Context: an optimization exercise on an open-source flow, tuned for small area. The choices shown serve that exercise and are no tape-out recipe.
In this exercise RTL edits were held to simulation tests only and were not proved equivalent to the original.
The clock cells of runs 2 to 7 come from the design's own scripts or RTL, not from TritonCTS.
The clock port is modelled as an ideal driver, which makes a skipped or thinned clock tree look cheaper than it is; a real chip needs a root buffer or a tree.
Power is estimated from default activity; no workload was simulated.

--- flow/flow/run.sh ---
#!/bin/bash
# Layout flow: the standard synthesis, then its combinational logic re-mapped
# for area with ABC (flip-flops kept as they are, by name and cell type; the
# result is proven equivalent with Yosys or dropped), then the standard
# layout with:
#  - port buffers of the smallest buffer (buf_1) instead of clkdlybuf4s50_1
#  - a clock tree of small clock buffers without dummy loads
#  - one tie cell per constant instead of one per constant output
set -u
HERE=$PWD
F=$HERE/flow
R=$HERE/orfs/results/$FLOW_PLATFORM/cmsp_tone/base
export LIB=$FLOW_HOME/platforms/sky130hd/lib/sky130_fd_sc_hd__tt_025C_1v80.lib
export DONTUSE=$F/dontuse.txt

bash standard.sh $R/1_2_yosys.v > make_synth.log 2>&1 || exit 1
cp $R/1_2_yosys.v $HERE/synth_standard.v

best=""
best_area=""
for s in area1 area2; do
  IN=$HERE/synth_standard.v OUT=$HERE/resyn_$s.v SCRIPT=$F/$s.abc \
    yosys -c $F/resyn.tcl > resyn_$s.log 2>&1 || continue
  GOLD=$HERE/synth_standard.v GATE=$HERE/resyn_$s.v \
    yosys -c $F/equiv.tcl > equiv_$s.log 2>&1 || continue
  # same flip-flops, by cell type and name
  if ! diff <(grep -oE "sky130_fd_sc_hd__e?dfxtp_[0-9]+ [^ ]+" $HERE/synth_standard.v | sort) \
            <(grep -oE "sky130_fd_sc_hd__e?dfxtp_[0-9]+ [^ ]+" $HERE/resyn_$s.v | sort) > /dev/null; then
    continue
  fi
  a=$(grep "Chip area for module" resyn_$s.log | tail -1 | awk '{print $NF}')
  if [[ -z "$best" ]] || awk "BEGIN{exit !($a < $best_area)}"; then best=$s; best_area=$a; fi
done
echo "standard: $(grep 'Chip area' orfs/reports/$FLOW_PLATFORM/cmsp_tone/base/synth_stat.txt)" > resyn_choice.log
echo "chosen: ${best:-standard} $best_area" >> resyn_choice.log
if [[ -n "$best" ]]; then
  cp $HERE/resyn_$best.v $R/1_2_yosys.v
  touch $R/1_2_yosys.v
fi

bash standard.sh \
  "BUFFER_PORTS_ARGS=-buffer_cell sky130_fd_sc_hd__buf_1" \
  "CTS_ARGS=-sink_clustering_enable -repair_clock_nets -dont_use_dummy_load -buf_list {sky130_fd_sc_hd__clkbuf_4 sky130_fd_sc_hd__clkbuf_8} -sink_clustering_size 30 -sink_clustering_max_diameter 100" \
  SKIP_REPAIR_TIE_FANOUT=1 \
  finish > make_finish.log 2>&1
--- flow/flow/area1.abc ---
&get -n
&st
&synch2
&dch -f
&put
amap -m
topo
--- flow/flow/area2.abc ---
&get -n
&st
&synch2
&dch -f
&put
amap -m
mfs2 -a
strash
&get -n
&st
&synch2
&dch -f
&put
amap -m
topo
--- flow/flow/dontuse.txt ---
sky130_fd_sc_hd__probe_p_8 sky130_fd_sc_hd__probec_p_8 sky130_fd_sc_hd__lpflow_bleeder_1 sky130_fd_sc_hd__lpflow_clkbufkapwr_1 sky130_fd_sc_hd__lpflow_clkbufkapwr_16 sky130_fd_sc_hd__lpflow_clkbufkapwr_2 sky130_fd_sc_hd__lpflow_clkbufkapwr_4 sky130_fd_sc_hd__lpflow_clkbufkapwr_8 sky130_fd_sc_hd__lpflow_clkinvkapwr_1 sky130_fd_sc_hd__lpflow_clkinvkapwr_16 sky130_fd_sc_hd__lpflow_clkinvkapwr_2 sky130_fd_sc_hd__lpflow_clkinvkapwr_4 sky130_fd_sc_hd__lpflow_clkinvkapwr_8 sky130_fd_sc_hd__lpflow_decapkapwr_12 sky130_fd_sc_hd__lpflow_decapkapwr_3 sky130_fd_sc_hd__lpflow_decapkapwr_4 sky130_fd_sc_hd__lpflow_decapkapwr_6 sky130_fd_sc_hd__lpflow_decapkapwr_8 sky130_fd_sc_hd__lpflow_inputiso0n_1 sky130_fd_sc_hd__lpflow_inputiso0p_1 sky130_fd_sc_hd__lpflow_inputiso1n_1 sky130_fd_sc_hd__lpflow_inputiso1p_1 sky130_fd_sc_hd__lpflow_inputisolatch_1 sky130_fd_sc_hd__lpflow_isobufsrc_1 sky130_fd_sc_hd__lpflow_isobufsrc_16 sky130_fd_sc_hd__lpflow_isobufsrc_2 sky130_fd_sc_hd__lpflow_isobufsrc_4 sky130_fd_sc_hd__lpflow_isobufsrc_8 sky130_fd_sc_hd__lpflow_isobufsrckapwr_16 sky130_fd_sc_hd__lpflow_lsbuf_lh_hl_isowell_tap_1 sky130_fd_sc_hd__lpflow_lsbuf_lh_hl_isowell_tap_2 sky130_fd_sc_hd__lpflow_lsbuf_lh_hl_isowell_tap_4 sky130_fd_sc_hd__lpflow_lsbuf_lh_isowell_4 sky130_fd_sc_hd__lpflow_lsbuf_lh_isowell_tap_1 sky130_fd_sc_hd__lpflow_lsbuf_lh_isowell_tap_2 sky130_fd_sc_hd__lpflow_lsbuf_lh_isowell_tap_4 sky130_fd_sc_hd__fill_1 sky130_fd_sc_hd__fill_2 sky130_fd_sc_hd__fill_4 sky130_fd_sc_hd__fill_8 
--- flow/flow/equiv.tcl ---
# env: GOLD GATE LIB ; asserts the two netlists are equivalent
yosys -import
read_liberty -ignore_miss_func $::env(LIB)
read_verilog $::env(GOLD)
yosys rename cmsp_tone gold
read_verilog $::env(GATE)
yosys rename cmsp_tone gate
flatten gold gate
opt_clean
equiv_make gold gate equiv
hierarchy -top equiv
equiv_simple -seq 2
equiv_induct
equiv_status -assert
--- flow/flow/resyn.tcl ---
# Re-map the combinational logic of the standard synthesis netlist with ABC
# for area; flip-flops (and tie cells) are kept as they are, by name.
# env: IN OUT SCRIPT LIB DONTUSE (a file listing the cells not to use)
yosys -import
set lib $::env(LIB)
read_liberty -ignore_miss_func $lib
read_verilog $::env(IN)
hierarchy -top cmsp_tone
set keepcells {}
foreach m [list sky130_fd_sc_hd__dfxtp_1 sky130_fd_sc_hd__dfxtp_2 sky130_fd_sc_hd__dfxtp_4 sky130_fd_sc_hd__edfxtp_1 sky130_fd_sc_hd__conb_1] {
  catch { setattr -mod -set blackbox 1 $m }
}
select -module cmsp_tone
setattr -set keep 1 t:*dfxtp* t:*edfxtp* t:*conb*
select -clear
flatten
opt_clean -purge
set du {}
set fh [open $::env(DONTUSE)]
set dul [string trim [read $fh]]
close $fh
foreach c [split $dul " "] { if {$c ne ""} { lappend du -dont_use $c } }
abc -liberty $lib {*}$du -script $::env(SCRIPT)
opt_clean -purge
yosys rename -hide w:*.*
splitnets
opt_clean -purge
hilomap -singleton -hicell sky130_fd_sc_hd__conb_1 HI -locell sky130_fd_sc_hd__conb_1 LO
insbuf -buf sky130_fd_sc_hd__buf_4 A X
opt_clean -purge
read_liberty -lib -ignore_redef $lib
stat -liberty $lib
check -assert
write_verilog -noattr -noexpr -nohex -nodec $::env(OUT)
--- flow/standard.sh ---
#!/bin/bash
# synth_recipe.tcl (not shown) runs the flow's synth.tcl, then flattens the netlist and writes it again
# the make line also repeats each setting of config.mk as NAME=value (left out here)
make -C /OpenROAD-flow-scripts/flow DESIGN_CONFIG=/design/flow/config.mk WORK_HOME=/design/flow/orfs CLKGATE_MAP_FILE= SYNTH_SCRIPT=/design/flow/synth_recipe.tcl "${@:-finish}"
--- flow/config.mk ---
export PLATFORM = sky130hd
export DESIGN_NAME = cmsp_tone
export DESIGN_NICKNAME = cmsp_tone
export VERILOG_FILES = /design/flow/design.v
export SDC_FILE = /design/flow/constraint.sdc
export NUM_CORES = 4
export LEC_CHECK = 0
export CAP_MARGIN = 20
export CORE_MARGIN = 2
export CORE_UTILIZATION = 60
export SLEW_MARGIN = 20
--- flow/constraint.sdc ---
create_clock -name core_clock -period 1000.0 [get_ports {clk}]
set_input_delay 200.0000 -clock core_clock [delete_from_list [all_inputs] [get_ports {clk}]]
set_output_delay 200.0000 -clock core_clock [all_outputs]
set_load 0.01 [all_outputs]
--- flow/design.v ---
module cmsp_tone (
    input  wire        clk,
    input  wire        rst_n,         
    input  wire        cmd_valid,
    output wire        cmd_ready,
    input  wire [31:0] cmd,
    input  wire [31:0] cmd_arg,       
    output wire        busy,          
    output wire [1:0]  seq_mode,      
    output wire        tone_out,      
    output wire        tone_en,       
    output wire [15:0] tone_freq,     
    output wire [31:0] tone_divider,  
    output wire [31:0] ovf_count,     
    output wire        seq_done,      
    output wire        cmd_err,       
    output wire [7:0]  err_code       
);
    function [9:0] note_hz(input [4:0] idx);
        case (idx)
            5'd0:  note_hz = 10'd262;
            5'd1:  note_hz = 10'd277;
            5'd2:  note_hz = 10'd294;
            5'd3:  note_hz = 10'd311;
            5'd4:  note_hz = 10'd330;
            5'd5:  note_hz = 10'd349;
            5'd6:  note_hz = 10'd370;
            5'd7:  note_hz = 10'd392;
            5'd8:  note_hz = 10'd415;
            5'd9:  note_hz = 10'd440;
            5'd10: note_hz = 10'd466;
            5'd11: note_hz = 10'd494;
            5'd12: note_hz = 10'd523;
            5'd13: note_hz = 10'd554;
            5'd14: note_hz = 10'd587;
            5'd15: note_hz = 10'd622;
            5'd16: note_hz = 10'd659;
            5'd17: note_hz = 10'd698;
            5'd18: note_hz = 10'd740;
            5'd19: note_hz = 10'd784;
            5'd20: note_hz = 10'd831;
            5'd21: note_hz = 10'd880;
            5'd22: note_hz = 10'd932;
            5'd23: note_hz = 10'd988;
            5'd24: note_hz = 10'd659;
            5'd25: note_hz = 10'd698;
            5'd26: note_hz = 10'd740;
            5'd27: note_hz = 10'd784;
            5'd28: note_hz = 10'd831;
            5'd29: note_hz = 10'd880;
            5'd30: note_hz = 10'd932;
            5'd31: note_hz = 10'd988;
        endcase
    endfunction
    function [18:0] mel_rom(input [2:0] k);
        case (k)
            3'd0: mel_rom = {2'd2, 7'd76, 10'd262};
            3'd1: mel_rom = {2'd1, 7'd60, 10'd330};
            3'd2: mel_rom = {2'd2, 7'd51, 10'd392};
            3'd3: mel_rom = {2'd1, 7'd40, 10'd494};
            3'd4: mel_rom = {2'd3, 7'd45, 10'd440};
            3'd5: mel_rom = {2'd2, 7'd30, 10'd659};
            3'd6: mel_rom = {2'd1, 7'd25, 10'd784};
            default: mel_rom = {2'd2, 7'd34, 10'd587};
        endcase
    endfunction
    localparam [29:0] DIV_INIT = {15'd0, 15'd20000};
    function [31:0] inc32(input [31:0] a, input ci);
        integer i;
        reg c;
        begin
            c = ci;
            for (i = 0; i < 32; i = i + 1) begin
                inc32[i] = a[i] ^ c;
                c = c & a[i];
            end
        end
    endfunction
    function [31:0] dec32(input [31:0] a);
        integer i;
        reg b;
        begin
            b = 1'b1;
            for (i = 0; i < 32; i = i + 1) begin
                dec32[i] = a[i] ^ b;
                b = b & ~a[i];
            end
        end
    endfunction
    function [14:0] rev15(input [14:0] a);
        integer i;
        begin
            for (i = 0; i < 15; i = i + 1) rev15[i] = a[14 - i];
        end
    endfunction
    function [31:0] rev32(input [31:0] a);
        integer i;
        begin
            for (i = 0; i < 32; i = i + 1) rev32[i] = a[31 - i];
        end
    endfunction
    function [15:0] sub15(input [14:0] a, input [14:0] b);
        integer i;
        reg c;
        begin
            c = 1'b1;
            for (i = 0; i < 15; i = i + 1) begin
                sub15[i] = a[i] ^ ~b[i] ^ c;
                c = (a[i] & ~b[i]) | (a[i] & c) | (~b[i] & c);
            end
            sub15[15] = c;
        end
    endfunction
    reg        en_q, pin_q;
    reg [14:0] hi_q;       
    reg        hb_q;       
    reg        hnz_q;      
    reg [6:0]  lo_q;       
    reg [15:0] freq_q;
    reg [14:0] div_q;
    reg [31:0] ovf_q;
    reg [1:0]  mode_q;
    reg [2:0]  step_q;     
    reg [31:0] rq_q;       
    reg        bq_q;       
    reg        nz_q;       
    reg [3:0]  cnt_q;      
    reg        done_q, err_q;
    reg [2:0]  code_q;
    assign busy = (mode_q != 2'd0);
    assign cmd_ready    = ~busy & (&cnt_q);
    assign seq_mode     = mode_q;
    assign tone_out     = pin_q;
    assign tone_en      = en_q;
    assign tone_freq    = freq_q;
    assign tone_divider = {17'd0, div_q};
    assign ovf_count    = ovf_q;
    assign seq_done     = done_q;
    assign cmd_err      = err_q;
    assign err_code     = {5'd0, code_q};
    wire [7:0]  opcode = cmd[7:0];
    wire [7:0]  a8     = cmd[15:8];
    wire [15:0] imm16  = cmd[31:16];
    wire        accept = cmd_valid & cmd_ready;
    wire        a8_z   = (a8 == 8'd0);
    wire        imm_z  = (imm16 == 16'd0);
    wire [15:0] hz = imm16 | ({16{opcode[0]}} & {6'd0, note_hz(a8[4:0])});
    wire [14:0] r_sh = {rq_q[28:15], rq_q[14]};
    wire [15:0] r_df = sub15(r_sh, hz[14:0]);
    wire        r_ge = ~busy & r_df[15] & ~hz[15];
    wire        s_in = busy ? (rq_q[31] ^ bq_q) : r_ge;
    wire [31:0] rq_sh = {rq_q[30:29], r_ge ? r_df[14:0] : r_sh, rq_q[13:0], s_in};
    wire [14:0] new_div = {rq_q[14:1], rq_q[0] | (rq_q[14:0] == 15'd0)};
    wire        lo99   = (lo_q == 7'd99);
    wire        h_win  = (lo_q[6:4] == 3'd0) & (lo_q[3:0] != 4'd15);
    wire        h_in   = hi_q[14] ^ hb_q;
    wire [31:0] lo_inc_w  = inc32({25'd0, lo_q}, 1'b1);
    wire [6:0]  lo_inc    = lo_inc_w[6:0];
    wire [31:0] cnt_inc_w = inc32({28'd0, cnt_q}, 1'b1);
    wire [3:0]  cnt_inc   = cnt_inc_w[3:0];
    wire [31:0] step_inc_w = inc32({29'd0, step_q}, 1'b1);
    wire [2:0]  step_inc  = step_inc_w[2:0];
    wire        wrap   = en_q & lo99 & ~hnz_q;
    wire        ms_tick  = busy & lo99 & (cnt_q == 4'd9);
    wire        note_end = ms_tick & ~nz_q;
    wire        sh_win   = busy & (cnt_q == 4'd0) & (lo_q[6:5] == 2'd0);
    wire        mel_cont = mode_q[1] & (step_q != 3'd0);
    wire [18:0] mel      = mel_rom(step_q);
    reg        en_n, pin_n;
    reg [15:0] freq_n;
    reg [14:0] div_n;
    reg [1:0]  mode_n;
    reg [2:0]  step_n;
    reg        done_n, err_n;
    reg [2:0]  code_n;
    reg        tclr;        
    reg        ld_arg;      
    reg        ld_mel;      
    always @(*) begin
        en_n   = en_q;
        pin_n  = pin_q ^ wrap;
        freq_n = freq_q;
        div_n  = div_q;
        mode_n = mode_q;
        step_n = step_q;
        done_n = 1'b0;
        err_n  = 1'b0;
        code_n = code_q;
        tclr   = ~en_q | wrap;
        ld_arg = 1'b0;
        ld_mel = 1'b0;
        if (note_end) begin
            pin_n = 1'b0;
            tclr  = 1'b1;
            if (mode_q[1]) begin
                freq_n = {6'd0, mel[9:0]};
                div_n  = {8'd0, mel[16:10]};
            end
            step_n = step_inc;
            if (mel_cont) begin
                ld_mel = 1'b1;
            end else begin
                en_n   = 1'b0;
                mode_n = 2'd0;
                done_n = 1'b1;
            end
        end
        if (accept) begin
            case (opcode)
                8'h00: begin
                    if (!(a8_z && imm_z)) begin err_n = 1'b1; code_n = 3'd2; end
                end
                8'h10: begin
                    if (!(a8_z && imm_z)) begin err_n = 1'b1; code_n = 3'd2; end
                    else if (div_q == 15'd0) begin err_n = 1'b1; code_n = 3'd7; end
                    else en_n = 1'b1;
                end
                8'h11: begin
                    if (!(a8_z && imm_z)) begin err_n = 1'b1; code_n = 3'd2; end
                    else begin en_n = 1'b0; pin_n = 1'b0; end
                end
                8'h12: begin
                    if (!a8_z) begin err_n = 1'b1; code_n = 3'd2; end
                    else if (imm_z) begin err_n = 1'b1; code_n = 3'd5; end
                    else begin freq_n = hz; div_n = new_div; tclr = 1'b1; end
                end
                8'h13: begin
                    if (!imm_z) begin err_n = 1'b1; code_n = 3'd2; end
                    else if (a8[7:5] != 3'd0 || (a8[4] && a8[3])) begin err_n = 1'b1; code_n = 3'd6; end
                    else begin freq_n = hz; div_n = new_div; tclr = 1'b1; end
                end
                8'h14: begin
                    if (!a8_z) begin err_n = 1'b1; code_n = 3'd2; end
                    else if (imm_z) begin err_n = 1'b1; code_n = 3'd5; end
                    else begin
                        freq_n = hz; div_n = new_div; tclr = 1'b1;
                        if (cmd_arg == 32'd0) begin
                            en_n = 1'b0; pin_n = 1'b0; done_n = 1'b1;
                        end else begin
                            en_n = 1'b1; mode_n = 2'd1; ld_arg = 1'b1;
                        end
                    end
                end
                8'h15: begin
                    if (!(a8_z && imm_z)) begin err_n = 1'b1; code_n = 3'd2; end
                    else begin
                        freq_n = hz; div_n = new_div;
                        step_n = 3'd1;
                        tclr   = 1'b1;
                        en_n   = 1'b1;
                        mode_n = 2'd2;
                        ld_arg = 1'b1;
                    end
                end
                default: begin err_n = 1'b1; code_n = 3'd1; end
            endcase
        end
    end
    reg [31:0] rq_n;
    reg [3:0]  cnt_n;
    always @(*) begin
        if (ld_arg) begin
            rq_n  = opcode[0] ? 32'h4000_0000 : rev32(cmd_arg);
            cnt_n = 4'd0;
        end else if (ld_mel) begin
            rq_n  = {mel[17], mel[18], 30'd0};
            cnt_n = 4'd0;
        end else if (busy && !note_end) begin
            rq_n  = sh_win ? rq_sh : rq_q;
            cnt_n = lo99 ? (ms_tick ? 4'd0 : cnt_inc) : cnt_q;
        end else if (!cmd_valid || accept || busy) begin
            rq_n  = {2'd0, DIV_INIT};
            cnt_n = 4'd0;
        end else begin
            rq_n  = rq_sh;
            cnt_n = cnt_inc;
        end
    end
    always @(posedge clk) begin
        if (!rst_n) begin
            en_q   <= 1'b0;
            pin_q  <= 1'b0;
            freq_q <= 16'd0;
            div_q  <= 15'd0;
            ovf_q  <= 32'd0;
            mode_q <= 2'd0;
            rq_q   <= {2'd0, DIV_INIT};
            cnt_q  <= 4'd0;
            done_q <= 1'b0;
            err_q  <= 1'b0;
            code_q <= 3'd0;
        end else begin
            en_q   <= en_n;
            pin_q  <= pin_n;
            freq_q <= freq_n;
            div_q  <= div_n;
            ovf_q  <= inc32(ovf_q, wrap);
            mode_q <= mode_n;
            step_q <= step_n;
            rq_q   <= rq_n;
            cnt_q  <= cnt_n;
            done_q <= done_n;
            err_q  <= err_n;
            code_q <= code_n;
        end
    end
    always @(posedge clk) begin
        bq_q <= sh_win ? (bq_q & ~rq_q[31]) : 1'b1;
        if (sh_win) nz_q <= (nz_q & (lo_q != 7'd0)) | s_in;
    end
    always @(posedge clk) begin
        if (tclr) begin
            hi_q <= rev15(div_n);
        end else if (h_win) begin
            hi_q <= {hi_q[13:0], h_in};
        end
        if (tclr || lo99) lo_q <= 7'd0;
        else              lo_q <= lo_inc;
        hb_q <= (h_win & ~tclr) ? (hb_q & ~hi_q[14]) : 1'b1;
        if (h_win) hnz_q <= (hnz_q & (lo_q != 7'd0)) | h_in;
    end
endmodule
==> results.cfg, run 1 <==
[status]
outcome = complete, no violations

[detailed_routing]
vias = 7279
wirelength_um = 20100
via_per_inst = 6.39
wl_per_cell_um = 17.6
drtAntennaViolNets = 0
drt-pass1-iter-count = 6
drc = 0
drt_iter0_markers = 958

[timing]
setup_tns_ns = 0
holdWs_ns = 0.457
final.period_utilization_pct = 20.6
setup_viol = 0
rsz0062_at_grt = no
tightest_slew_ns = 0.871
maxSlewHeadroom_pct = 41.2
setup_slack_ns = 793.72
hold_viol = 0
drv_slew = 0
fmax_mhz = 4.85
skew_ns = 0.0301
fin_crit_ns = 206.28

[cells_and_area]
final_nets = 1068
drive_above_1_share_pct = 2.80
fillers = 918
layout.cells.non_filler = 1139
area_growth_pct = 12.6
n_antenna_cell = 0

[synthesis]
synth_nets = 923
syn_inst = 856
avgSynthCellArea_sq_um = 7.84
syn-cell-area_sq_mm = 0.00671
ys_warn_count = 1

[run]
drv_cap = 0

[clocking]
htreeDepth = 4
cts_tree = yes
clkTransAtPathRegs_ns = 0.07
clockBufferDepth = 2
cts_sinks = 137
cts-hold-fix-buffers = 0
clkLatencyLatePin_ns = 0.45
cts_root_buffer = clkbuf_8
cts_buffers = 17
ctsResizeCount = 0
post_cts_buffers = 0

[worst_setup_path]
cp-startpoint = cmd[8]
cp.arrival_ns = 206.63
cp_max_fo = 18
worstReg2RegEnd = rq_q[17]
ff2ff_path_depth = 34
reg2reg_from = rq_q[15]
slowest_stage = clkinv_1
critical_path_class = in2reg
required_ns = 1000.34
critPathMaxStageDelay_ns = 0.48
end_kind = register
cp-start-kind = input pin
r2r_slack_ns = 994.05

[placed_design]
place_hpwl_um = 15000
globalplace.congestion = 0.918
post-place-ws_ns = 793.56
dp_cells = 1122
numPortBuffers = 140

[power_and_ir_drop]
p_total_w = 0.00000966
p_leak_nw = 2.56
powerDensity_mw_per_mm2 = 1.28
ir_drop_mv = 0.00117

[hold_path]
hold_end = code_q[1]
hp-class = reg2reg
worstHoldPathCells = 2
min_from = code_q[1]

[die]
pin_count = 163
coreArea_sq_mm = 0.0109
dieArea_sq_mm = 0.0120
die_w_um = 110
start_util_pct = 61.6
fp-row-count = 38
die_h_um = 110

[global_routing]
track_usage_pct = 34.0
overflow = 0
antenna_found_initial = 0
grt_first_pass_wirelength_um = 31800
grt_pass1_vias = 6571
grt_start_max_net_pins = 73
## report_power, final
part,internal (W),leakage [nW],switching [W],total [W]
clock,0.00000149,0.122,0.00000178,0.00000327
combinational,0.000000214,1.27,0.000000531,0.000000746
sequential,0.00000560,1.17,0.0000000408,0.00000564
total,0.00000730,2.56,0.00000235,0.00000966
## metal layers
layer / part of all wire (%) / global-route usage (%) / vias to the layer above
li1: - / - / 3413
met1: 41 / 44.7 / 3360
met2: 45 / 52.6 / 438
met3: 10 / 7.59 / 68
met4: 4.2 / 17.2 / 0
met5: 0 / 0 / -
## worst max path at each step
stage          endpoint  slack, ns
6_report       rq_q[17]     793.72
3_5_place_dp   rq_q[17]     793.56
3_3_place_gp   rq_q[17]     793.83
4_1_cts        rq_q[17]     794.01
2_1_floorplan  rq_q[17]     795.02
5_1_grt        rq_q[23]     792.93
## flip-flops by register name (all words and copies together) (netlist names)
register  cells
done_q        1
nz_q          1
code_q        3
err_q         1
ovf_q        32
hb_q          1
en_q          1
mode_q        2
cnt_q         4
hnz_q         1
bq_q          1
div_q        15
freq_q       16
pin_q         1
step_q        3
hi_q         15
lo_q          7
rq_q         32
## cell type report
cell class | instances | area (sq um) | share of cell area (%)
timing repair buffer | 147 | 578 | 7.65
sequential | 137 | 2940 | 39.0
clock buffer | 17 | 234 | 3.10
multi-input combinational | 630 | 3370 | 44.6
tap | 140 | 175 | 2.32
inverter | 68 | 255 | 3.38
## metrics by stage
stage / cell area (sq um) / utilization (%)
floorplan: 6710 / -
global placement: 7310 / 67.2
detailed placement: 7310 / 67.2
CTS: 7550 / 69.3
global route: 7550 / 69.4
finish: 7550 / 69.4
## critical path: cells and delay by family
kind	cells	cell delay [ns]
compound gates	19	2.74
buf+inv	6	1.45
simple gates	13	2.45
## cells in the final DEF, fill, tap and decap left out, drive strengths merged, types with 2 or more instances in the layout
cell	count
a2111oi	8
a211o	2
a211oi	10
a21oi	52
a221oi	9
a22oi	14
a311oi	15
a31oi	7
a32o	3
a32oi	2
and2	5
and3	30
buf	147
clkbuf	17
clkinv	66
dfxtp	117
edfxtp	20
inv	2
nand2	62
nand3	13
nand4	3
nor2	179
nor2b	4
nor3	56
nor3b	2
nor4	24
o211ai	12
o21a	3
o21ai	49
o21bai	2
o221a	2
o221ai	5
o22ai	24
o311ai	2
o32a	3
o32ai	4
or2	4
or3	8
or4	4
==> run 2: changes to the inputs <==
--- a/flow/flow/run.sh
+++ b/flow/flow/run.sh
@@ -6,3 +6,3 @@
 #  - port buffers of the smallest buffer (buf_1) instead of clkdlybuf4s50_1
-#  - a clock tree of small clock buffers without dummy loads
+#  - a small balanced two-level clock tree of inverters (flow/clock_tree.tcl)
 #  - one tie cell per constant instead of one per constant output
@@ -42,3 +42,3 @@
   "BUFFER_PORTS_ARGS=-buffer_cell sky130_fd_sc_hd__buf_1" \
-  "CTS_ARGS=-sink_clustering_enable -repair_clock_nets -dont_use_dummy_load -buf_list {sky130_fd_sc_hd__clkbuf_4 sky130_fd_sc_hd__clkbuf_8} -sink_clustering_size 30 -sink_clustering_max_diameter 100" \
+  "PRE_CTS_TCL=$F/clock_tree.tcl" \
   SKIP_REPAIR_TIE_FANOUT=1 \
==> flow/flow/clock_tree.tcl (new file) <==
# PRE_CTS_TCL hook: a small two-level clock tree built here in place of
# TritonCTS (whose H-tree uses 17 clock buffers for ~140 flip-flops).
# clk -> one root inverter -> NLEAF leaf inverters, each driving a cluster
# of nearby flip-flops (two inversions, so the flip-flops see clk itself).
# The tree is balanced: every flip-flop is two cells from the clock port.

proc out_iterm {inst} {
  foreach it [$inst getITerms] {
    if {[$it isOutputSignal]} { return $it }
  }
  error "no output on [$inst getName]"
}

proc small_clock_tree {root_cell leaf_cell nleaf} {
  set db [ord::get_db]
  set block [ord::get_db_block]
  set clk [$block findNet clk]
  set sinks {}
  foreach it [$clk getITerms] {
    set xy [$it getAvgXY]
    lappend sinks [list $it [lindex $xy 1] [lindex $xy 2]]
  }
  set ns [llength $sinks]
  # clusters: columns by x, then rows by y within each column
  set ncol [expr {int(ceil(sqrt($nleaf)))}]
  set nrow [expr {int(ceil(double($nleaf) / $ncol))}]
  set byx [lsort -integer -index 1 $sinks]
  set per_col [expr {int(ceil(double($ns) / $ncol))}]
  set groups {}
  for {set c 0} {$c < $ncol} {incr c} {
    set col [lrange $byx [expr {$c * $per_col}] [expr {($c + 1) * $per_col - 1}]]
    if {[llength $col] == 0} continue
    set col [lsort -integer -index 2 $col]
    set nr [expr {int(ceil(double([llength $col]) / $nrow))}]
    for {set r 0} {$r < $nrow} {incr r} {
      set g [lrange $col [expr {$r * $nr}] [expr {($r + 1) * $nr - 1}]]
      if {[llength $g]} { lappend groups $g }
    }
  }
  set rootnet [odb::dbNet_create $block clknet_root]
  $rootnet setSigType CLOCK
  set root [odb::dbInst_create $block [$db findMaster $root_cell] clkinv_root]
  set sx 0
  set sy 0
  foreach s $sinks {
    set sx [expr {$sx + [lindex $s 1]}]
    set sy [expr {$sy + [lindex $s 2]}]
  }
  $root setLocation [expr {$sx / $ns}] [expr {$sy / $ns}]
  $root setPlacementStatus PLACED
  set i 0
  foreach g $groups {
    set net [odb::dbNet_create $block clknet_leaf_$i]
    $net setSigType CLOCK
    set inst [odb::dbInst_create $block [$db findMaster $leaf_cell] clkinv_leaf_$i]
    set gx 0
    set gy 0
    foreach s $g {
      set it [lindex $s 0]
      $it disconnect
      $it connect $net
      set gx [expr {$gx + [lindex $s 1]}]
      set gy [expr {$gy + [lindex $s 2]}]
    }
    $inst setLocation [expr {$gx / [llength $g]}] [expr {$gy / [llength $g]}]
    $inst setPlacementStatus PLACED
    [$inst findITerm A] connect $rootnet
    [out_iterm $inst] connect $net
    incr i
  }
  [$root findITerm A] connect $clk
  [out_iterm $root] connect $rootnet
  puts "small_clock_tree: $ns sinks, [llength $groups] leaves of $leaf_cell, root $root_cell"
}

rename clock_tree_synthesis tritoncts_clock_tree_synthesis
proc clock_tree_synthesis {args} {
  small_clock_tree sky130_fd_sc_hd__inv_16 sky130_fd_sc_hd__inv_8 9
  set_propagated_clock [all_clocks]
}
==> run 2 against run 1 <==
Against the previous run: still clean; synthesized cell count did not move; die area stayed put; clock power is 24% lower; combinational power rose by 0.5%.
==> results.cfg, run 2 <==
[global_routing]
grt_pass1_vias = 6554
grt_start_max_net_pins = 73
grt_first_pass_wirelength_um = 31900
overflow = 0
antenna_found_initial = 0
track_usage_pct = 32.7

[die]
dieArea_sq_mm = 0.0120
fp-row-count = 38
coreArea_sq_mm = 0.0109
start_util_pct = 61.6
die_h_um = 110
die_w_um = 110
pin_count = 163

[timing]
rsz0062_at_grt = no
setup_tns_ns = 0
drv_slew = 0
fin_crit_ns = 206.52
maxSlewHeadroom_pct = 40.8
fmax_mhz = 4.84
tightest_slew_ns = 0.877
final.period_utilization_pct = 20.7
skew_ns = 0.0213
setup_viol = 0
hold_viol = 0

[worst_setup_path]
critical_path_class = in2reg
crit_family = compound AO/OA/AOI/OAI gates
end_kind = register
critPathBufInv = 6
cp-start-kind = input pin
required_ns = 1000.09
cp.arrival_ns = 206.61
critPathMaxStageDelay_ns = 0.49
slowest_stage = clkinv_1
reg2reg_from = rq_q[15]
cp-startpoint = cmd[8]
cp_max_fo = 18

[power_and_ir_drop]
p_total_w = 0.00000886
seqPwrFrac_pct = 63.6
p_leak_nw = 2.51
intPower_w = 0.00000620
ir_drop_mv = 0.00119
switchingPower_w = 0.00000265
sw_frac_of_total_pct = 29.9
p_clk_share_pct = 27.9
powerDensity_mw_per_mm2 = 1.19
comb_power_share_pct = 8.5

[detailed_routing]
drc = 0
vias = 7243
via_per_inst = 6.40
wl_per_cell_um = 17.7
drt_iter0_markers = 1020
drtAntennaViolNets = 0
wirelength_um = 20000
drt-pass1-iter-count = 6

[synthesis]
syn_inst = 856
ys_warn_count = 1
syn-cell-area_sq_mm = 0.00671
avgSynthCellArea_sq_um = 7.84
synth_nets = 923

[clocking]
ctsResizeCount = 0
post_cts_buffers = 0
clkTransAtPathRegs_ns = 0.09
clkLatencyLatePin_ns = 0.18
cts-hold-fix-buffers = 0

[hold_path]
min_from = code_q[1]
hp-class = reg2reg

[cells_and_area]
drive_above_1_share_pct = 2.12
final_nets = 1061
layout_common_cells = nor2_1 (179), buf_1 (140), dfxtp_1 (117), clkinv_1 (66), nand2_1 (62)
area_growth_pct = 10.9
final_common_cell = nor2_1
reg_top3 = ovf_q (32), rq_q (32), freq_q (16)
n_antenna_cell = 0

[placed_design]
numPortBuffers = 140
globalplace.congestion = 0.918
place_hpwl_um = 15000

[status]
outcome = complete, no violations

[run]
drv_cap = 0
run 2: area by class of cell:
class / count / area [sq um]
Fill cell: 936 / 3450
Multi-Input combinational cell: 630 / 3370
Tap cell: 140 / 175
Inverter: 78 / 377
Timing Repair Buffer: 147 / 578
Sequential cell: 137 / 2940
run 2: per-stage QoR:
stage / instance area, sq um / setup slack (ns) / util (%) / cells / hold slack, ns
floorplan: 6710 / 795.02 / - / 856 / 0.423
global placement: 7310 / 793.83 / 67.2 / 1122 / 0.433
detailed placement: 7310 / 793.56 / 67.2 / 1122 / 0.451
CTS: 7440 / 793.69 / 68.3 / 1132 / 0.462
global route: 7440 / 792.64 / 68.4 / 1132 / 0.481
finish: 7440 / 793.48 / 68.4 / 1132 / 0.458
run 2: routing by layer:
| metal | global-route usage [%] | share of wire, % | vias up |
|---|---|---|---|
| met2 | 52.2 | 44 | 447 |
| li1 | - | - | 3417 |
| met1 | 44.8 | 41 | 3306 |
| met4 | 12.0 | 4.3 | 0 |
| met3 | 5.39 | 11 | 73 |
| met5 | 0 | 0 | - |
run 2: final timing paths:
kind,to,slack [ns],depth (start not counted)
worst max-delay path,rq_q[17],793.48,38
worst min-delay path,code_q[1],0.46,2
worst max register to register,rq_q[17],994.04,34
worst min register to register,code_q[1],0.46,2
run 2: tightest hold or removal path: cells and delay by family, from the launching register on:
kind            cells  cell delay, ns
flops               1            0.31
simple gates        1            0.05
compound gates      1            0.05
run 2: power groups by stage:
stage	sequential, W	clock (W)	combinational, W
after floorplan	0.00000575	0	0.000000462
after global placement	0.00000576	0	0.000000717
after detailed placement	0.00000576	0	0.000000722
after CTS	0.00000563	0.00000248	0.000000726
after global routing	0.00000564	0.00000269	0.000000820
final	0.00000563	0.00000247	0.000000750
==> run 3: changes to the inputs <==
--- a/flow/flow/run.sh
+++ b/flow/flow/run.sh
@@ -20,3 +20,3 @@
 best_area=""
-for s in area1 area2; do
+for s in area1 area2 area3 area4 area5 area6; do
   IN=$HERE/synth_standard.v OUT=$HERE/resyn_$s.v SCRIPT=$F/$s.abc \
==> flow/flow/area3.abc (new file) <==
&get -n
&st
&synch2
&dch -f
&put
amap -m
mfs2 -a
strash
&get -n
&st
&synch2
&dch -f
&put
amap -m
mfs2 -a
strash
&get -n
&st
&synch2
&dch -f
&put
amap -m
topo
==> flow/flow/area4.abc (new file) <==
&get -n
&st
&synch2
&dch -f
&nf -R 1000 -a
&put
mfs2 -a
strash
&get -n
&st
&synch2
&dch -f
&nf -R 1000
&put
topo
==> flow/flow/area5.abc (new file) <==
&get -n
&st
&synch2
&dch -f
&put
amap -m -F 500
topo
==> flow/flow/area6.abc (new file) <==
strash
dch -f
amap -m
topo
==> run 3 against run 2 <==
Against the previous run: power shrank 0.20%; sequential cell count did not move; die area shrank 1.1%; combinational power up 0.7%; via count is 7.4% lower; hold slack lost 0.017 ns; cell area decreased by 0.98%; sequential power about the same; maximum frequency is 0.26% higher; setup slack improved by 0.54 ns; final cell count shrank 4.2%; first-iteration DRC count shrank 41%.
==> results.cfg, run 3 <==
[global_routing]
overflow = 0
antenna_found_initial = 0
grt_pass1_vias = 6169
grt_first_pass_wirelength_um = 29900
grt_start_max_net_pins = 48
track_usage_pct = 31.1

[cells_and_area]
final_nets = 1013
reg_top3 = ovf_q (32), rq_q (32), freq_q (16)
n_antenna_cell = 0
layout_common_cells = buf_1 (139), nor2_1 (138), dfxtp_1 (117), a21oi_1 (100), o21ai_0 (84)
layout.cells.non_filler = 1084
final_util_pct = 68.3
final_common_cell = buf_1
area_growth_pct = 11.1
drive_above_1_share_pct = 2.33

[die]
pin_count = 163
die_h_um = 109
start_util_pct = 61.5
coreArea_sq_mm = 0.0108
dieArea_sq_mm = 0.0119
fp-row-count = 38
die_w_um = 109

[timing]
skew_ns = 0.0130
final.period_utilization_pct = 20.6
fin_crit_ns = 205.98
hold_viol = 0
setup_viol = 0
rsz0062_at_grt = no
setup_tns_ns = 0
fmax_mhz = 4.85
holdWs_ns = 0.441
drv_slew = 0
tightest_slew_ns = 1.05
maxSlewHeadroom_pct = 29.8

[power_and_ir_drop]
p_leak_nw = 2.61
seqPwrFrac_pct = 63.9
intPower_w = 0.00000623
sw_frac_of_total_pct = 29.5
powerDensity_mw_per_mm2 = 1.20
comb_power_share_pct = 8.5
p_clk_share_pct = 27.5
ir_drop_mv = 0.00150
p_total_w = 0.00000884
switchingPower_w = 0.00000260

[status]
outcome = complete, no violations

[detailed_routing]
drtAntennaViolNets = 0
drc = 0
wl_per_cell_um = 17.4
vias = 6710
wirelength_um = 18900
drt-pass1-iter-count = 6
via_per_inst = 6.19
drt_iter0_markers = 606

[worst_setup_path]
slowest_stage = buf_1
worstReg2RegEnd = ovf_q[31]
cp.arrival_ns = 206.04
critPathMaxStageDelay_ns = 0.56
cp_max_fo = 20
crit_path_frequent_cell = nor2_1
required_ns = 1000.06
reg2reg_from = lo_q[1]
critical_path_class = in2reg
r2r_slack_ns = 993.84
cp-start-kind = input pin
critPathCapture = rq_q[17]
ff2ff_path_depth = 25
cp-startpoint = cmd[12]
end_kind = register

[placed_design]
globalplace.congestion = 0.870
numPortBuffers = 140
dp_cells = 1073
place_hpwl_um = 13800

[synthesis]
avgSynthCellArea_sq_um = 8.21
ys_warn_count = 1
synth_nets = 875
syn_inst = 808
syn-cell-area_sq_mm = 0.00663

[clocking]
clkLatencyLatePin_ns = 0.17
cts-hold-fix-buffers = 0
post_cts_buffers = 0
clkTransAtPathRegs_ns = 0.08
ctsResizeCount = 0

[hold_path]
min_from = lo_q[0]
hp-class = reg2reg

[run]
drv_cap = 0
## run 3: stage by stage
stage	area [sq um]	setup slack, ns
2_1_floorplan	6630	795.18
3_3_place_gp	7240	794.23
3_5_place_dp	7240	793.98
4_1_cts	7360	794.13
5_1_grt	7370	793.36
6_report	7370	794.02
## run 3: per-layer routing
metal,vias up,share of wire (%),GRT usage (%)
li1,3228,-,-
met1,3151,42,41.0
met2,271,47,52.4
met3,60,5.9,2.63
met4,0,4.3,13.0
met5,-,0,0
## run 3: how the worst min path moves through the flow
stage / endpoint / slack (ns) / cells past startpoint
after floorplan: lo_q[0] / 0.41 / 1
after global placement: lo_q[0] / 0.42 / 1
after detailed placement: lo_q[0] / 0.42 / 1
after CTS: lo_q[0] / 0.44 / 1
after global routing: lo_q[0] / 0.47 / 1
final: lo_q[0] / 0.44 / 1
## run 3: critical path: cells and delay by family
kind	cells	cell delay, ns
adders and majority gates	4	1.49
AOI/OAI and AO/OA	12	2.20
buffers and inverters	1	0.56
and+or+nand+nor	9	1.60
xor gates and xnor gates	1	0.17
## run 3: layout make-up
cell class / instances / area, sq um
fill: 926 / 3420
inverter: 21 / 163
multi-input combinational: 639 / 3510
sequential: 137 / 2940
tap: 140 / 175
timing repair buffer: 147 / 579
## run 3: power groups by stage
stage | clock network [W] | logic [W] | registers (W)
6_report | 0.00000243 | 0.000000755 | 0.00000565
5_1_grt | 0.00000270 | 0.000000834 | 0.00000566
4_1_cts | 0.00000251 | 0.000000738 | 0.00000565
3_5_place_dp | 0 | 0.000000735 | 0.00000578
3_3_place_gp | 0 | 0.000000720 | 0.00000578
2_1_floorplan | 0 | 0.000000463 | 0.00000576
==> run 4: changes to the inputs <==
--- a/flow/flow/run.sh
+++ b/flow/flow/run.sh
@@ -20,3 +20,3 @@
 best_area=""
-for s in area1 area2 area3 area4 area5 area6; do
+for s in area1 area2 area3 area4 area5 area6 area7 area8; do
   IN=$HERE/synth_standard.v OUT=$HERE/resyn_$s.v SCRIPT=$F/$s.abc \
==> flow/flow/area7.abc (new file) <==
&get -n
&st
&synch2
&dch -f
&nf -R 1000 -a
&put
mfs2 -a
strash
&get -n
&st
&synch2
&dch -f
&nf -R 1000 -a
&put
mfs2 -a
strash
&get -n
&st
&synch2
&dch -f
&nf -R 1000
&put
topo
==> flow/flow/area8.abc (new file) <==
&get -n
&st
&synch2
&dch -f
&nf -R 1000 -a
&put
mfs2 -a -e
strash
&get -n
&st
&synch2
&dch -f
&nf -R 1000
&put
mfs2 -a -e
strash
&get -n
&st
&dch -f
&nf -R 1000
&put
topo
==> run 4 against run 3 <==
Against the previous run: still clean; power decreased by 0.38%; die area fell by 1.1%; clock power about the same; critical path depth decreased by 1; cell area shrank 1.1%; sequential cell count is the same; largest cell class unchanged; largest power group unchanged.
==> results.cfg, run 4 <==
[cells_and_area]
fillers = 974
final_nets = 1011
layout.cells.non_filler = 1082
reg_top3 = ovf_q (32), rq_q (32), freq_q (16)
drive_above_1_share_pct = 2.23
layout_common_cells = buf_1 (139), dfxtp_1 (117), a21oi_1 (113), nor2_1 (99), nand2_1 (94)
final_common_cell = buf_1
area_growth_pct = 11.2
n_antenna_cell = 0

[timing]
setup_tns_ns = 0
final.period_utilization_pct = 20.6
maxSlewHeadroom_pct = 26.4
skew_ns = 0.0145
setup_slack_ns = 794.30
hold_viol = 0
drv_slew = 0
fmax_mhz = 4.86
rsz0062_at_grt = no
setup_viol = 0
tightest_slew_ns = 1.09
fin_crit_ns = 205.70

[clocking]
clkTransAtPathRegs_ns = 0.08
ctsResizeCount = 0
post_cts_buffers = 0
cts-hold-fix-buffers = 0
clkLatencyLatePin_ns = 0.18

[synthesis]
avgSynthCellArea_sq_um = 8.13
synth_nets = 873
ys_warn_count = 1
syn-cell-area_sq_mm = 0.00656
syn_inst = 806

[detailed_routing]
via_per_inst = 6.01
drtAntennaViolNets = 0
wl_per_cell_um = 16.6
drt-pass1-iter-count = 5
wirelength_um = 17900
drc = 0
drt_iter0_markers = 559
vias = 6506

[worst_setup_path]
ff2ff_path_depth = 25
critPathCapture = rq_q[28]
cp_max_fo = 16
reg2reg_from = lo_q[0]
cp-start-kind = input pin
required_ns = 1000.10
cp-startpoint = cmd[8]
critical_path_class = in2reg
end_kind = register
r2r_slack_ns = 993.78
cp.arrival_ns = 205.80
worstReg2RegEnd = ovf_q[31]

[die]
coreArea_sq_mm = 0.0107
pin_count = 163
start_util_pct = 61.0
die_h_um = 109
dieArea_sq_mm = 0.0118
fp-row-count = 38
die_w_um = 109

[placed_design]
place_hpwl_um = 13400
globalplace.congestion = 1.03
numPortBuffers = 140
dp_cells = 1072
post-place-ws_ns = 794.21

[power_and_ir_drop]
p_leak_nw = 2.53
ir_drop_mv = 0.00116
powerDensity_mw_per_mm2 = 1.21

[hold_path]
hp-class = reg2reg

[global_routing]
grt_pass1_vias = 5962
track_usage_pct = 29.7
grt_start_max_net_pins = 50
grt_first_pass_wirelength_um = 28500
antenna_found_initial = 0
overflow = 0

[run]
drv_cap = 0

[status]
outcome = complete, no violations
run 4: how the worst min path moves through the flow:
stage                       start      end  slack [ns]  cells past startpoint
after CTS                 lo_q[0]  lo_q[0]        0.44                      1
after global routing      lo_q[0]  lo_q[0]        0.48                      1
after detailed placement  lo_q[0]  lo_q[0]        0.43                      1
after global placement    lo_q[0]  lo_q[0]        0.42                      1
final                     lo_q[0]  lo_q[0]        0.44                      1
after floorplan           lo_q[0]  lo_q[0]        0.41                      1
run 4: cell type report:
class                           instances  area [sq um]  share of cell area, %
Multi-Input combinational cell        637          3430                   47.0
Sequential cell                       137          2940                   40.4
Timing Repair Buffer                  147           579                   7.95
Tap cell                              140           175                   2.40
Inverter                               21           163                   2.23
run 4: where the power goes:
part           switching [W]  internal (W)     total, W
combinational    0.000000476   0.000000225  0.000000702
sequential      0.0000000508    0.00000559   0.00000564
clock             0.00000206   0.000000396   0.00000246
run 4: stage by stage:
stage                      power [W]  cell area [sq um]  hold WS (ns)  util (%)
after CTS                 0.00000885               7290         0.443      67.8
after global routing      0.00000916               7290         0.478      67.8
after detailed placement  0.00000646               7170         0.430      66.7
after floorplan           0.00000619               6560         0.408         -
after global placement    0.00000644               7170         0.421      66.7
final                     0.00000880               7290         0.443      67.8
run 4: worst max-delay path: stages:
cell and delay, ns:
buf_1 0.45, and2_0 0.31, a211oi_1 0.12, o21bai_1 0.22, o21ai_0 0.17, nand3_1 0.09
a21oi_1 0.41, maj3_1 0.31, maj3_1 0.21, maj3_1 0.21, maj3_1 0.19, and2_0 0.16
nor2_1 0.05, nor2_1 0.18, maj3_1 0.28, o211ai_1 0.11, nand3_1 0.12, o21ai_0 0.12
nand2_1 0.08, o21ai_0 0.10, or2_0 0.26, a311o_1 0.35, nor2_1 0.71, nand3_1 0.19
xor2_1 0.18, a211oi_1 0.21
run 4: layer usage:
layer  share of wire (%)  vias up  wire, um  global-route usage [%]
li1                    -     3198         -                       -
met4                 3.7        0       659                    10.1
met3                 6.7       46      1200                    2.65
met5                   0        -         0                       0
met1                  43     3027      7640                    39.5
met2                  47      235      8430                    50.8
==> run 5: changes to the inputs <==
--- a/flow/config.mk
+++ b/flow/config.mk
@@ -9,3 +9,3 @@
 export CORE_MARGIN = 2
-export CORE_UTILIZATION = 60
+export CORE_UTILIZATION = 70
 export SLEW_MARGIN = 20
==> run 5 against run 4 <==
Against the previous run: final cell count is 2.9% lower; synthesized area did not move; first-iteration DRC count shrank 6.8%; clock skew increased by 0.0012 ns; hold slack better by 0.037 ns; combinational power hardly changed; clock power hardly changed; wire length is 3.7% higher; global-route usage is 5.9 points higher; die area shrank 14%; register-to-register slack got worse by 0.32 ns; largest cell class unchanged; highest routed layer unchanged.
==> results.cfg, run 5 <==
[status]
outcome = complete, no violations

[timing]
fin_crit_ns = 205.96
hold_viol = 0
drv_slew = 0
final.period_utilization_pct = 20.6
skew_ns = 0.0156
setup_slack_ns = 794.04
maxSlewHeadroom_pct = 26.0
rsz0062_at_grt = no
setup_viol = 0
fmax_mhz = 4.86
tightest_slew_ns = 1.10
setup_tns_ns = 0

[cells_and_area]
n_antenna_cell = 0
fillers = 645
final_nets = 1009
drive_above_1_share_pct = 2.02
reg_top3 = ovf_q (32), rq_q (32), freq_q (16)
layout_common_cells = buf_1 (139), dfxtp_1 (117), a21oi_1 (113), nor2_1 (99), nand2_1 (94)
final_common_cell = buf_1
area_growth_pct = 10.4

[worst_setup_path]
critical_path_class = in2reg
worstReg2RegEnd = ovf_q[31]
cp-start-kind = input pin
end_kind = register
cp_max_fo = 15
cp.arrival_ns = 206.01
reg2reg_from = lo_q[0]
ff2ff_path_depth = 25
cp-startpoint = cmd[12]
r2r_slack_ns = 993.46
critPathCapture = rq_q[0]
required_ns = 1000.05

[power_and_ir_drop]
powerDensity_mw_per_mm2 = 1.22
ir_drop_mv = 0.00134
p_leak_nw = 2.52

[die]
pin_count = 163
die_w_um = 101
start_util_pct = 71.6
dieArea_sq_mm = 0.0102
die_h_um = 101
coreArea_sq_mm = 0.00915
fp-row-count = 35

[placed_design]
globalplace.congestion = 0.990
place_hpwl_um = 13700
post-place-ws_ns = 794.09
numPortBuffers = 140

[synthesis]
avgSynthCellArea_sq_um = 8.13
syn_inst = 806
ys_warn_count = 1
syn-cell-area_sq_mm = 0.00656
synth_nets = 873

[run]
drv_cap = 0

[global_routing]
track_usage_pct = 35.6
grt_start_max_net_pins = 50
antenna_found_initial = 0
grt_pass1_vias = 6052
grt_first_pass_wirelength_um = 29600
overflow = 0

[detailed_routing]
drc = 0
vias = 6780
wl_per_cell_um = 17.7
drt_iter0_markers = 521
via_per_inst = 6.45
drtAntennaViolNets = 0
wirelength_um = 18600
drt-pass1-iter-count = 5

[clocking]
cts-hold-fix-buffers = 0
post_cts_buffers = 0
clkLatencyLatePin_ns = 0.18
ctsResizeCount = 0
clkTransAtPathRegs_ns = 0.08

[hold_path]
hp-class = reg2reg
==> run 5: layer usage <==
metal  vias up  wire length (um)  GRT usage, %  share of wire (%)
met5         -                 0             0                  0
met4         0               611          11.6                3.3
met3        59              1480          3.54                7.9
met2       354              8940          61.1                 48
met1      3162              7580          47.2                 41
li1       3205                 -             -                  -
==> run 5: final cells by class <==
cell class / count / area (sq um) / share of cell area [%]
inverter: 21 / 163 / 2.25
multi-input combinational: 637 / 3430 / 47.4
timing repair buffer: 145 / 564 / 7.80
sequential: 137 / 2940 / 40.7
tap: 111 / 139 / 1.92
==> run 5: worst max-delay path, stage by stage <==
cell	delay, ns
buf_1	0.38
nor2_1	0.21
o31ai_1	0.27
a21oi_1	0.17
nor2_1	0.25
a21oi_1	0.14
maj3_1	0.40
maj3_1	0.38
maj3_1	0.41
maj3_1	0.39
maj3_1	0.38
and2_0	0.19
nor2_1	0.09
nor2_1	0.07
maj3_1	0.41
o211ai_1	0.10
nand3_1	0.12
o21ai_0	0.14
nand2_1	0.10
o21ai_0	0.17
nand2_1	0.13
nand2_1	0.11
a311o_1	0.22
nor2_1	0.22
a2111oi_0	0.47
nor3_1	0.09
==> run 5: report_power, final <==
part,switching (W),total (W),internal (W),leakage (nW)
clock,0.00000208,0.00000247,0.000000397,0.0642
sequential,0.0000000535,0.00000565,0.00000559,1.18
combinational,0.000000481,0.000000703,0.000000220,1.28
total,0.00000261,0.00000882,0.00000621,2.52
==> run 5: worst min path at each step <==
stage                from  depth (start not counted)  slack [ns]    endpoint
2_1_floorplan     lo_q[0]                          1        0.41     lo_q[0]
3_3_place_gp      lo_q[0]                          1        0.42     lo_q[0]
3_5_place_dp      lo_q[0]                          1        0.44     lo_q[0]
4_1_cts           lo_q[0]                          1        0.48     lo_q[0]
5_1_grt           lo_q[0]                          1        0.50     lo_q[0]
6_report       freq_q[13]                          1        0.48  freq_q[13]
==> run 5: stage by stage <==
step | instance area, sq um | util [%] | instances | hold WS, ns | power [W]
after detailed placement | 7120 | 77.8 | 1041 | 0.440 | 0.00000645
after CTS | 7240 | 79.1 | 1051 | 0.476 | 0.00000880
after floorplan | 6560 | - | 806 | 0.408 | 0.00000619
after global routing | 7240 | 79.1 | 1051 | 0.503 | 0.00000909
after global placement | 7120 | 77.8 | 1041 | 0.422 | 0.00000643
final | 7240 | 79.1 | 1051 | 0.479 | 0.00000882
==> run 6: changes to the inputs <==
--- a/flow/flow/clock_tree.tcl
+++ b/flow/flow/clock_tree.tcl
@@ -77,3 +77,3 @@
 proc clock_tree_synthesis {args} {
-  small_clock_tree sky130_fd_sc_hd__inv_16 sky130_fd_sc_hd__inv_8 9
+  small_clock_tree sky130_fd_sc_hd__inv_12 sky130_fd_sc_hd__inv_6 9
   set_propagated_clock [all_clocks]
--- a/flow/config.mk
+++ b/flow/config.mk
@@ -9,3 +9,3 @@
 export CORE_MARGIN = 2
-export CORE_UTILIZATION = 70
+export CORE_UTILIZATION = 75
 export SLEW_MARGIN = 20
==> run 6 against run 5 <==
Against the previous run: power down 2.2%; die area shrank 6.4%; hold slack got worse by 0.029 ns; highest routed layer unchanged; cell area shrank 0.21%; synthesized area unchanged; register-to-register slack gained 0.06 ns; clock power decreased by 8.1%; critical endpoint unchanged; still clean on timing, DRC and antenna; first-iteration DRC count rose by 39%; combinational power up 1%.
==> results.cfg, run 6 <==
[detailed_routing]
drt-pass1-iter-count = 5
wl_per_cell_um = 17.7
via_per_inst = 6.55
wirelength_um = 18600
vias = 6875
drc = 0
drtAntennaViolNets = 0
drt_iter0_markers = 726

[synthesis]
syn-cell-area_sq_mm = 0.00656
ys_warn_count = 1
synth_nets = 873
syn_inst = 806
avgSynthCellArea_sq_um = 8.13

[power_and_ir_drop]
powerDensity_mw_per_mm2 = 1.19
p_leak_nw = 2.51
intPower_w = 0.00000612
sw_frac_of_total_pct = 29.1
switchingPower_w = 0.00000251
p_clk_share_pct = 26.3
ir_drop_mv = 0.00118
seqPwrFrac_pct = 65.4
comb_power_share_pct = 8.2

[timing]
setup_slack_ns = 794.13
maxSlewHeadroom_pct = 27.8
hold_viol = 0
drv_slew = 0
tightest_slew_ns = 1.08
setup_tns_ns = 0
fin_crit_ns = 205.88
fmax_mhz = 4.86
setup_viol = 0
skew_ns = 0.0242
final.period_utilization_pct = 20.6
rsz0062_at_grt = no

[cells_and_area]
area_growth_pct = 10.2
n_antenna_cell = 0
layout.cells.non_filler = 1050
drive_above_1_share_pct = 2.23
final_common_cell = buf_1
reg_top3 = ovf_q (32), rq_q (32), freq_q (16)
layout_common_cells = buf_1 (139), dfxtp_1 (117), a21oi_1 (113), nor2_1 (99), nand2_1 (94)
final_nets = 1011

[hold_path]
min_from = lo_q[0]
hp-class = reg2reg
worstHoldPathCells = 1

[die]
dieArea_sq_mm = 0.00951
die_h_um = 97.5
pin_count = 163
die_w_um = 97.5
start_util_pct = 76.3
coreArea_sq_mm = 0.00859
fp-row-count = 34

[global_routing]
track_usage_pct = 37.3
grt_pass1_vias = 6244
overflow = 0
grt_first_pass_wirelength_um = 29800
grt_start_max_net_pins = 50
antenna_found_initial = 0

[clocking]
clkLatencyLatePin_ns = 0.19
clkTransAtPathRegs_ns = 0.11
cts-hold-fix-buffers = 0
post_cts_buffers = 0
ctsResizeCount = 0

[placed_design]
post-place-ws_ns = 794.05
dp_cells = 1040
place_hpwl_um = 13500
globalplace.congestion = 1.10
numPortBuffers = 140

[worst_setup_path]
critical_path_class = in2reg
reg2reg_from = lo_q[4]
slowest_stage = a2111oi_0
cp_max_fo = 15
cp-startpoint = cmd[12]
critPathMaxStageDelay_ns = 0.42
end_kind = register
ff2ff_path_depth = 25
cp-start-kind = input pin
cp.arrival_ns = 205.95
required_ns = 1000.07

[run]
drv_cap = 0

[status]
outcome = complete, no violations
run 6: power by group through the flow:
stage	sequential, W	clock, W	combinational (W)
after floorplan	0.00000576	0	0.000000435
final	0.00000565	0.00000227	0.000000710
after detailed placement	0.00000577	0	0.000000681
after CTS	0.00000564	0.00000226	0.000000684
after global placement	0.00000577	0	0.000000655
after global routing	0.00000565	0.00000243	0.000000768
run 6: critical path: cells and delay by family:
family,cells,cell delay (ns)
and+or+nand+nor,11,1.75
adders and majority gates,6,2.38
buffers and inverters,1,0.38
AOI/OAI and AO/OA,8,1.42
run 6: area by class of cell:
type | instances | area (sq um)
sequential | 137 | 2940
fill | 520 | 1370
tap | 108 | 135
inverter | 21 | 136
timing repair buffer | 147 | 579
multi-input combinational | 637 | 3430
run 6: layer usage:
layer	share of wire (%)	global-route usage [%]
met5	0	0
met1	38	48.5
met2	48	63.2
met3	9.2	4.32
met4	4.7	15.9
run 6: worst paths after layout:
kind,endpoint,slack [ns]
worst min-delay path,lo_q[0],0.45
worst max register to register,ovf_q[31],993.52
worst min register to register,lo_q[0],0.45
worst max-delay path,rq_q[0],794.13
run 6: metrics by stage:
step	instance area (sq um)	utilization, %	power (W)	hold slack, ns
finish	7220	84.1	0.00000863	0.450
global route	7220	84.1	0.00000885	0.474
CTS	7220	84.1	0.00000859	0.453
detailed placement	7130	82.9	0.00000645	0.439
global placement	7130	82.9	0.00000643	0.421
floorplan	6560	-	0.00000619	0.408
==> run 7: changes to the inputs <==
--- a/flow/design.v
+++ b/flow/design.v
@@ -122,3 +122,2 @@
     reg [1:0]  mode_q;
-    reg [2:0]  step_q;     
     reg [31:0] rq_q;       
@@ -160,4 +159,2 @@
     wire [3:0]  cnt_inc   = cnt_inc_w[3:0];
-    wire [31:0] step_inc_w = inc32({29'd0, step_q}, 1'b1);
-    wire [2:0]  step_inc  = step_inc_w[2:0];
     wire        wrap   = en_q & lo99 & ~hnz_q;
@@ -166,4 +163,7 @@
     wire        sh_win   = busy & (cnt_q == 4'd0) & (lo_q[6:5] == 2'd0);
+    wire [2:0]  step_q   = {rq_q[27], rq_q[28], rq_q[29]};
     wire        mel_cont = mode_q[1] & (step_q != 3'd0);
     wire [18:0] mel      = mel_rom(step_q);
+    wire [31:0] step_inc_w = inc32({29'd0, step_q}, 1'b1);
+    wire [2:0]  step_inc  = step_inc_w[2:0];
     reg        en_n, pin_n;
@@ -172,3 +172,2 @@
     reg [1:0]  mode_n;
-    reg [2:0]  step_n;
     reg        done_n, err_n;
@@ -184,3 +183,2 @@
         mode_n = mode_q;
-        step_n = step_q;
         done_n = 1'b0;
@@ -198,3 +196,2 @@
             end
-            step_n = step_inc;
             if (mel_cont) begin
@@ -247,3 +244,2 @@
                         freq_n = hz; div_n = new_div;
-                        step_n = 3'd1;
                         tclr   = 1'b1;
@@ -262,6 +258,6 @@
         if (ld_arg) begin
-            rq_n  = opcode[0] ? 32'h4000_0000 : rev32(cmd_arg);
+            rq_n  = opcode[0] ? rev32(32'd6) : rev32(cmd_arg);
             cnt_n = 4'd0;
         end else if (ld_mel) begin
-            rq_n  = {mel[17], mel[18], 30'd0};
+            rq_n  = rev32({27'd0, step_inc, mel[18:17]});
             cnt_n = 4'd0;
@@ -298,3 +294,2 @@
             mode_q <= mode_n;
-            step_q <= step_n;
             rq_q   <= rq_n;
@@ -308,3 +303,4 @@
         bq_q <= sh_win ? (bq_q & ~rq_q[31]) : 1'b1;
-        if (sh_win) nz_q <= (nz_q & (lo_q != 7'd0)) | s_in;
+        if (sh_win) nz_q <= (nz_q & (lo_q != 7'd0)) |
+                            (s_in & ~(mode_q[1] & (lo_q[4:1] != 4'd0)));
     end
--- a/flow/flow/run.sh
+++ b/flow/flow/run.sh
@@ -20,3 +20,3 @@
 best_area=""
-for s in area1 area2 area3 area4 area5 area6 area7 area8; do
+for s in area1 area2 area3 area4 area5 area6; do
   IN=$HERE/synth_standard.v OUT=$HERE/resyn_$s.v SCRIPT=$F/$s.abc \
--- a/flow/flow/clock_tree.tcl
+++ b/flow/flow/clock_tree.tcl
@@ -77,3 +77,3 @@
 proc clock_tree_synthesis {args} {
-  small_clock_tree sky130_fd_sc_hd__inv_12 sky130_fd_sc_hd__inv_6 9
+  small_clock_tree sky130_fd_sc_hd__inv_16 sky130_fd_sc_hd__inv_8 9
   set_propagated_clock [all_clocks]
--- a/flow/config.mk
+++ b/flow/config.mk
@@ -9,3 +9,3 @@
 export CORE_MARGIN = 2
-export CORE_UTILIZATION = 75
+export CORE_UTILIZATION = 60
 export SLEW_MARGIN = 20
removed: flow/flow/area7.abc
removed: flow/flow/area8.abc
==> run 7 against run 6 <==
Against the previous run: critical path depth did not move; largest power group unchanged; final cell count rose by 5.1%; power rose by 0.82%; still clean on timing, DRC and antenna; wire length rose by 8.7%; core utilization fell by 15 points.
==> results.cfg, run 7 <==
[status]
outcome = complete, no violations

[cells_and_area]
drive_above_1_share_pct = 2.39
n_antenna_cell = 0
area_growth_pct = 11.1
reg_top3 = ovf_q (32), rq_q (32), freq_q (16)
final_common_cell = buf_1
layout_common_cells = buf_1 (139), dfxtp_1 (117), nor2_1 (104), o21ai_0 (99), a21oi_1 (92)
final_nets = 1033

[power_and_ir_drop]
powerDensity_mw_per_mm2 = 1.16
p_leak_nw = 2.65
ir_drop_mv = 0.00109

[global_routing]
grt_start_max_net_pins = 47
grt_first_pass_wirelength_um = 31200
track_usage_pct = 32.3
grt_pass1_vias = 6303
overflow = 0
antenna_found_initial = 0

[timing]
rsz0062_at_grt = no
drv_slew = 0
fmax_mhz = 4.83
maxSlewHeadroom_pct = 35.3
tightest_slew_ns = 0.970
hold_viol = 0
setup_viol = 0
holdWs_ns = 0.441
final.period_utilization_pct = 20.7
setup_tns_ns = 0
fin_crit_ns = 206.89
skew_ns = 0.0144

[die]
fp-row-count = 38
dieArea_sq_mm = 0.0121
pin_count = 163
die_h_um = 110
die_w_um = 110
start_util_pct = 61.8
coreArea_sq_mm = 0.0109

[placed_design]
place_hpwl_um = 14400
numPortBuffers = 140
globalplace.congestion = 0.931

[detailed_routing]
wl_per_cell_um = 18.3
drt_iter0_markers = 761
wirelength_um = 20200
vias = 6973
drt-pass1-iter-count = 6
drc = 0
drtAntennaViolNets = 0
via_per_inst = 6.32

[clocking]
cts-hold-fix-buffers = 0
post_cts_buffers = 0
clkTransAtPathRegs_ns = 0.08
clkLatencyLatePin_ns = 0.18
ctsResizeCount = 0

[worst_setup_path]
required_ns = 1000.05
cp.arrival_ns = 206.95
critical_path_class = in2reg
end_kind = register
cp_max_fo = 20
cp-start-kind = input pin

[synthesis]
syn_inst = 827
avgSynthCellArea_sq_um = 8.14
syn-cell-area_sq_mm = 0.00673
ys_warn_count = 1
synth_nets = 894

[hold_path]
hp-class = reg2reg

[run]
drv_cap = 0
[run 7: routing by layer]
layer | vias to the layer above | share of wire [%] | global-route usage, %
li1 | 3302 | - | -
met4 | 0 | 2.4 | 8.86
met1 | 3252 | 42 | 44.6
met5 | - | 0 | 0
met3 | 38 | 11 | 5.16
met2 | 381 | 45 | 52.5
[run 7: worst max-delay path, stage by stage]
cell and delay [ns]:
buf_1 0.53, nor2b_1 0.28, a21oi_1 0.09, o32ai_1 0.14
a21oi_1 0.17, o32a_1 0.43, maj3_1 0.40, a21oi_1 0.13
o21bai_1 0.18, nor2_1 0.07, nor2_1 0.10, a21oi_1 0.07
maj3_1 0.43, maj3_1 0.40, maj3_1 0.40, maj3_1 0.40
maj3_1 0.40, maj3_1 0.41, a31o_1 0.23, maj3_1 0.39
a21oi_1 0.14, a2111o_1 0.48, nor2_1 0.12, xor2_1 0.16
a221oi_1 0.28, nor2_1 0.09
[run 7: layout make-up]
type | count | area [sq um]
inverters | 26 | 181
repair buffers | 148 | 587
fillers | 961 | 3410
well taps | 140 | 175
multi-input cells | 656 | 3680
flip-flops and latches | 134 | 2850
[run 7: report_power, final]
part	internal (W)	leakage (nW)	total (W)	switching (W)
Sequential	0.00000545	1.15	0.00000548	0.0000000335
Combinational	0.000000233	1.44	0.000000748	0.000000514
Clock	0.000000396	0.0642	0.00000247	0.00000208
Total	0.00000608	2.65	0.00000870	0.00000262
[run 7: metrics by stage]
| stage | total power (W) | setup slack (ns) | utilization [%] | instance area, sq um | instances |
|---|---|---|---|---|---|
| finish | 0.00000870 | 793.11 | 68.7 | 7480 | 1104 |
| global route | 0.00000897 | 792.63 | 68.7 | 7480 | 1104 |
| CTS | 0.00000872 | 793.17 | 68.7 | 7480 | 1104 |
| detailed placement | 0.00000633 | 792.99 | 67.6 | 7360 | 1094 |
| global placement | 0.00000631 | 793.23 | 67.6 | 7360 | 1094 |
| floorplan | 0.00000604 | 794.20 | - | 6730 | 827 |
[run 7: final timing paths]
path / slack [ns] / to / start / cells after the start
max: 793.11 / rq_q[20] / cmd[8] / 26
min: 0.44 / lo_q[0] / lo_q[0] / 1
max reg2reg: 993.08 / ovf_q[31] / lo_q[2] / 24
min reg2reg: 0.44 / lo_q[0] / lo_q[0] / 1

re-timing with driven ports:
The flow's constraints put no driver on any port. The routed layouts listed below were extracted and timed again, unchanged, in two steps.
Step 1: set_driving_cell puts a clkbuf_16 on clk and a buf_2 on each other input, an assumption about the parent block.
Step 2 also shifts input and output timing later by t, the mid clock arrival at the registers, as if the neighbouring blocks saw the same clock.
Three values: ideal ports, drivers, drivers and shift; two values: the first two.
| run | t (ns) | slack for setup (ns) | worst register clock-pin slew, ns | cell pins on the clock port's net |
|---|---|---|---|---|
| run 1 | 0.476 | 793.716 / 793.725 / 793.249 | 0.08 / 0.08 | 1 |
| run 2 | 0.239 | 793.481 / 793.521 / 793.282 | 0.10 / 0.10 | 1 |
| run 3 | 0.232 | 794.019 / 794.032 / 793.799 | 0.08 / 0.08 | 1 |
| run 4 | 0.235 | 794.303 / 794.342 / 794.107 | 0.09 / 0.09 | 1 |
| run 5 | 0.238 | 794.039 / 794.085 / 793.847 | 0.09 / 0.09 | 1 |
| run 6 | 0.240 | 794.125 / 794.159 / 793.919 | 0.11 / 0.11 | 1 |
| run 7 | 0.242 | 793.105 / 793.150 / 792.908 | 0.09 / 0.09 | 1 |
After both steps setup and hold are still met in every run listed. For run 1, which loses most, drivers alone change the setup slack by +0.009 ns; drivers and shift together by -0.467 ns.
